Context: an optimization exercise on an open-source flow, tuned for small area, a short achievable clock period and few clock cycles. The choices shown serve that exercise and are no tape-out recipe. The RTL was checked by simulation tests, not by an equivalence proof against the original design. Power is estimated from default activity; no workload was simulated.

==> inputs of job 5094 <==
Design gpusim_bs, start of the top module:
module gpusim_bs (
    input  wire        clk,
    input  wire        rst,           
    input  wire        cmd_valid,
    output wire        cmd_ready,
    input  wire [3:0]  cmd_op,
    input  wire [7:0]  cmd_a,
    input  wire [7:0]  cmd_b,
    input  wire [7:0]  cmd_c,
    output wire        rsp_valid,
    output wire [3:0]  rsp_kind,
    output wire [1:0]  rsp_space,
    output wire [15:0] rsp_info,
    input  wire [7:0]  rd_addr,
    output wire [7:0]  rd_data,
    input  wire [2:0]  rd_reg,
    output wire [7:0]  rd_reg_data,
    output wire [7:0]  pc_o,
    output wire [7:0]  pend_o,
    output wire [1:0]  ctrl_o
);
clock: 10.0 ns
lec_check: 0
cap_margin: 20
core_margin: 2
core_utilization: 45
setup_slack_margin: 5
slew_margin: 20
tns_end_percent: 0
run.sh (not shown) runs the stock make flow with config.mk's settings and CLKGATE_MAP_FILE= SYNTH_SCRIPT=/design/flow/synth_recipe.tcl, a recipe that flattens the netlist after the stock synthesis.
==> job 1648: changes against job 5094 <==
--- a/flow/design.v
+++ b/flow/design.v
@@ -43,15 +43,12 @@
     localparam C_PAUSED  = 2'd2;
     reg [7:0]  mem  [0:MEM_SIZE-1];
     reg [7:0]  regs [0:REG_COUNT-1];
     reg [5:0]  pc;         
     reg [4:0]  k;          
     reg [6:0]  pend;       
-    reg [7:0]  pdist;      
-    reg        k20;        
-    reg        k21;        
     reg [1:0]  ctrl;
     reg        loading;    
     reg        running;    
     reg        exei;       
     reg [23:0] ir0;        
     reg [23:0] ir1;        
@@ -63,12 +60,13 @@
     wire idle_cmd   = cmd_valid && !loading && !running && !exei;
     wire is_op_step = (cmd_op == OP_STEP);
     wire is_op_exei = (cmd_op == OP_EXEI);
     wire is_op_run  = (cmd_op == OP_RUN);
     wire run_acc    = idle_cmd && is_op_run;
     wire run_mode   = running || run_acc;
+    wire [7:0] pdist      = {1'b0, pend} - {2'b0, pc};
     wire       pc_lt_pend = !pdist[7] && (pdist != 8'd0);      
     wire       last3      = pdist[7] || (pdist[6:2] == 5'd0);  
     wire       last6      = pdist[7] || (pdist[6:0] <= 7'd6);  
     wire       lane1_ok   = !pdist[7] && (pdist > 8'd1);       
     wire       lane2_ok   = !pdist[7] && (pdist > 8'd2);       
     wire [7:0] a_op = ir0[23:16];
@@ -80,13 +78,13 @@
     wire       a_alu   = (a_op == 8'h01) || (a_op == 8'h02) || (a_op == 8'h03);
     wire       a_store = (a_op == 8'h04);
     wire [2:0] a_ridx  = (a_op[2:0] == 3'd4) ? a_b[2:0] : a_a[2:0];
     wire [7:0] a_rval  = regs[a_ridx];
     wire [7:0] a_res   = (a_op[1:0] == 2'b01) ? a_b :
                          (a_op[1:0] == 2'b10) ? a_rval + a_b : a_rval - a_b;
-    wire       fetch_oob = !exei && k21;
+    wire       fetch_oob = !exei && (k == 5'd21);
     reg        a_fault;
     reg [3:0]  a_kind;
     reg [1:0]  a_space;
     reg [7:0]  a_info;
     always @(*) begin
         a_fault = 1'b1;
@@ -115,35 +113,31 @@
     wire       b_alu   = (b_op == 8'h01) || (b_op == 8'h02) || (b_op == 8'h03);
     wire       b_store = (b_op == 8'h04);
     wire       b_ok    = (b_alu && b_a[7:3] == 5'd0) ||
                          (b_store && b_a[7:6] == 2'd0 && b_b[7:3] == 5'd0);
     wire [2:0] b_ridx  = (b_op[2:0] == 3'd4) ? b_b[2:0] : b_a[2:0];
     wire       b_fwd   = a_alu && (a_a[2:0] == b_ridx);
-    wire [7:0] b_rreg  = regs[b_ridx];
-    wire [7:0] b_rval  = b_fwd ? a_res : b_rreg;
+    wire [7:0] b_rval  = b_fwd ? a_res : regs[b_ridx];
     wire [7:0] b_res   = (b_op[1:0] == 2'b01) ? b_b :
                          (b_op[1:0] == 2'b10) ? b_rval + b_b : b_rval - b_b;
-    wire [6:0] a_sd     = {1'b0, a_a[5:0]} - {1'b0, pc};
-    wire [6:0] b_sd     = {1'b0, b_a[5:0]} - {1'b0, pc};
-    wire       a_hits_b = a_store && (a_sd == 7'd3 || a_sd == 7'd4 || a_sd == 7'd5);
-    wire x_en    = running || exei || (idle_cmd && is_op_step) || (run_acc && pc_lt_pend);
-    wire a_ok    = x_en && !a_fault;
-    wire dual_c  = !exei && !a_fault && !last3 && !k20 && b_ok &&
-                   !a_hits_b && !(a_store && b_store) && !(b_store && b_fwd);
-    wire dual    = x_en && run_mode && dual_c;
+    wire [5:0] a_sdiff  = a_a[5:0] - pc;
+    wire       a_hits_b = a_store && (a_sdiff == 6'd3 || a_sdiff == 6'd4 || a_sdiff == 6'd5);
+    wire x_en  = running || exei || (idle_cmd && is_op_step) || (run_acc && pc_lt_pend);
+    wire a_ok  = x_en && !a_fault;
+    wire dual  = a_ok && run_mode && !last3 && (k != 5'd20) && b_ok &&
+                 !a_hits_b && !(a_store && b_store);
     wire advance = a_ok && !exei;                 
-    wire a_st_c   = !a_fault && a_store;
-    wire st_c     = a_st_c || (dual_c && b_store);
     wire a_reg_we = a_ok && a_alu;
     wire b_reg_we = dual && b_alu;
-    wire st_we    = x_en && (a_st_c || (run_mode && dual_c && b_store));
+    wire a_st     = a_ok && a_store;
+    wire st_we    = a_st || (dual && b_store);
     wire clear_all = rst || (idle_cmd && cmd_op == OP_RESET);
     wire beat      = loading && cmd_valid;
     wire wm_we     = idle_cmd && (cmd_op == OP_WRMEM) && (cmd_a[7:6] == 2'd0);
-    wire [5:0] saddr = a_st_c ? a_a[5:0] : b_a[5:0];
-    wire [7:0] sdata = a_st_c ? a_rval : b_rreg;
+    wire [5:0] saddr = a_st ? a_a[5:0] : b_a[5:0];
+    wire [7:0] sdata = a_st ? a_rval : b_rval;
     wire [5:0] waddr = wm_we ? cmd_a[5:0] : saddr;
     wire [7:0] wbyte = wm_we ? cmd_b : sdata;
     wire       wsel  = wm_we || st_we;
     wire [7:0] wd0 = (beat ? cmd_a : wbyte) & {8{!clear_all}};
     wire [7:0] wd1 = (beat ? cmd_b : wbyte) & {8{!clear_all}};
     wire [7:0] wd2 = (beat ? cmd_c : wbyte) & {8{!clear_all}};
@@ -184,37 +178,30 @@
         end
     endgenerate
     wire [23:0] e_word = ebank[f1[4:1]];
     wire [23:0] o_word = obank[f[4:1]];
     wire [23:0] fw0    = k[0] ? o_word : e_word;        
     wire [23:0] fw1    = k[0] ? e_word : o_word;
-    wire [23:0] nw0 = (at_pc || dual_c) ? fw0 : ir1;
-    wire [23:0] nw1 = (at_pc || dual_c) ? fw1 : fw0;
-    reg  [5:0]  a_hit, b_hit;
-    integer m;
-    always @(*) begin
-        for (m = 0; m < 6; m = m + 1) begin
-            a_hit[m] = at_pc ? (a_sd == m) : dual_c ? (a_sd == m + 6) : (a_sd == m + 3);
-            b_hit[m] = (b_sd == m + 6);           
-        end
-    end
-    wire [5:0]  hit = (st_c && !r_valid) ? (a_st_c ? a_hit : b_hit) : 6'd0;
+    wire [23:0] nw0 = (at_pc || dual) ? fw0 : ir1;
+    wire [23:0] nw1 = (at_pc || dual) ? fw1 : fw0;
+    wire [6:0]  nbase = {1'b0, pc} + (at_pc ? 7'd0 : dual ? 7'd6 : 7'd3);    
+    wire [6:0]  sdiff = {1'b0, saddr} - nbase;
     wire        ir_ld = at_pc || (running && !a_fault) || cmd_valid;
     always @(posedge clk) begin
         if (clear_all) begin
             ir0 <= 24'd0;
             ir1 <= 24'd0;
         end else if (idle_cmd && is_op_exei) begin
             ir0 <= {cmd_a, cmd_b, cmd_c};
         end else if (ir_ld) begin
-            ir0[23:16] <= hit[0] ? sdata : nw0[23:16];
-            ir0[15:8]  <= hit[1] ? sdata : nw0[15:8];
-            ir0[7:0]   <= hit[2] ? sdata : nw0[7:0];
-            ir1[23:16] <= hit[3] ? sdata : nw1[23:16];
-            ir1[15:8]  <= hit[4] ? sdata : nw1[15:8];
-            ir1[7:0]   <= hit[5] ? sdata : nw1[7:0];
+            ir0[23:16] <= (st_we && sdiff == 7'd0) ? sdata : nw0[23:16];
+            ir0[15:8]  <= (st_we && sdiff == 7'd1) ? sdata : nw0[15:8];
+            ir0[7:0]   <= (st_we && sdiff == 7'd2) ? sdata : nw0[7:0];
+            ir1[23:16] <= (st_we && sdiff == 7'd3) ? sdata : nw1[23:16];
+            ir1[15:8]  <= (st_we && sdiff == 7'd4) ? sdata : nw1[15:8];
+            ir1[7:0]   <= (st_we && sdiff == 7'd5) ? sdata : nw1[7:0];
         end
     end
     wire x_last = dual ? last6 : last3;
     wire late   = running || exei;                    
     wire x_end  = exei || a_fault || x_last;
     assign rsp_valid = r_valid || (late && x_end && !rst);
@@ -224,35 +211,26 @@
     always @(posedge clk) begin
         r_valid <= 1'b0;
         if (clear_all) begin
             pc      <= 6'd0;
             k       <= 5'd0;
             pend    <= 7'd0;
-            pdist   <= 8'd0;
-            k20     <= 1'b0;
-            k21     <= 1'b0;
             ctrl    <= C_STOPPED;
             loading <= 1'b0;
             running <= 1'b0;
             exei    <= 1'b0;
             r_kind  <= K_OK;
             r_space <= SP_NONE;
             r_info  <= 16'd0;
             r_valid <= !rst;
         end else if (beat) begin
-            pc    <= pc + 6'd3;
-            k     <= k + 5'd1;
-            pdist <= pdist - 8'd3;
-            k20   <= (k == 5'd19);
-            k21   <= (k == 5'd20);
+            pc <= pc + 6'd3;
+            k  <= k + 5'd1;
             if (last3) begin
                 pc      <= 6'd0;
                 k       <= 5'd0;
-                pdist   <= {1'b0, pend};
-                k20     <= 1'b0;
-                k21     <= 1'b0;
                 loading <= 1'b0;
                 r_kind  <= K_OK;
                 r_space <= SP_NONE;
                 r_info  <= 16'd0;
                 r_valid <= 1'b1;
             end
@@ -260,17 +238,14 @@
             exei <= 1'b0;                     
         end else if (x_en) begin
             r_kind  <= a_kind;
             r_space <= a_space;
             r_info  <= {8'd0, a_info};
             if (advance) begin
-                pc    <= dual ? pc + 6'd6 : pc + 6'd3;
-                k     <= dual ? k + 5'd2 : k + 5'd1;
-                pdist <= dual ? pdist - 8'd6 : pdist - 8'd3;
-                k20   <= dual ? (k == 5'd18) : (k == 5'd19);
-                k21   <= dual ? (k == 5'd19) : (k == 5'd20);
+                pc <= dual ? pc + 6'd6 : pc + 6'd3;
+                k  <= dual ? k + 5'd2 : k + 5'd1;
             end
             if (a_fault) begin
                 running <= 1'b0;
                 r_valid <= !running;
                 if (run_acc)
                     ctrl <= C_RUNNING;
@@ -297,18 +272,15 @@
             case (cmd_op)
                 OP_LOAD: begin
                     if ({cmd_a, cmd_b} > MEM_SIZE) begin
                         r_kind <= K_TOOBIG;
                         r_info <= {cmd_a, cmd_b};
                     end else begin
-                        pend  <= cmd_b[6:0];
-                        pdist <= {1'b0, cmd_b[6:0]};
-                        pc    <= 6'd0;
-                        k     <= 5'd0;
-                        k20   <= 1'b0;
-                        k21   <= 1'b0;
+                        pend <= cmd_b[6:0];
+                        pc   <= 6'd0;
+                        k    <= 5'd0;
                         if (cmd_b[6:0] != 7'd0) begin
                             loading <= 1'b1;
                             r_valid <= 1'b0;
                         end
                     end
                 end
Settings changed: CORE_UTILIZATION 45 to 40.
==> notes.md <==
quantity                                                                 job 1648                 job 5094
Run status                                                complete, no violations  complete, no violations
Number of buffers added by the clock tree synthesis step                       78                       74
Transition time at the pin with the least slew margin                     1.39 ns                  1.43 ns
Area fraction of the dominant cell type after synthesis                     0.471                    0.453
Biggest Area Class                                         flip-flops and latches        multi-input gates
Clock buffer instance count of the final layout                                97                       84
Capture point of the critical path                                     rd_data[3]               mem[42][2]
Clock group share of total power                                            0.284                    0.285
Rows                                                                          111                      106
Origin of the worst setup path                                         rd_addr[1]                cmd_valid
Final Util                                                                  0.501                    0.567
Final period utilization                                                    0.638                    0.638
Power in combinational cells                                              2720 uW                  2850 uW
Signal buf overhead                                                        0.0824                   0.0898
Clock sink count                                                              670                      680
Fraction of standard cell area in multi-input logic                         0.402                    0.412
Non-filler instance count after layout                                      4,970                    5,248
Global Route met2 Usage                                                     0.699                    0.796
Area fraction in compound gates after synthesis                             0.250                    0.251
RD Place Congestion                                                          1.11                     1.18
Synth-to-Final Area Change                                                  24.5%                    24.5%
Hold path startpoint                                                    r_info[5]                r_info[2]
Syn_area_per_cell                                                      10.7 sq um               10.3 sq um
Testbench counts of job 5094, summed over its fixed seeds: cycles 15,730.
Testbench counts of job 1648, summed over its fixed seeds: cycles 15,673.

==> what the ideal ports hide <==
No port has a modelled driver above. Below, the same layouts with a new extraction and two added sets of constraints. Step 1, drivers: a clkbuf_16 drives clk and a buf_2 each remaining input, both assumed. Step 2 adds t to the input delays and takes it off the output delays; t is the mean of the earliest and latest rising clock arrival at the registers after step 1. Input paths then give back, and output paths get back, about the clock's delay inside the block. Three values: ideal ports, drivers, drivers and shift; two values: the first two.
| run | shift t [ns] | setup WS [ns] | worst hold slack (ns) | worst setup path at the end | latest minus earliest clock arrival (ns) |
|---|---|---|---|---|---|
| job 5094 | 0.744 | 3.616 / 3.628 / 2.884 | 0.465 / 0.465 / 0.465 | input to register | 0.032 / 0.033 |
| job 1648 | 0.748 | 3.622 / 3.592 / 3.048 | 0.451 / 0.451 / 0.451 | input to register | 0.053 / 0.052 |
After both steps setup and hold are still met in every run listed. The setup slack of job 5094, which loses most, moves by +0.012 ns with the drivers and by -0.732 ns with both steps.
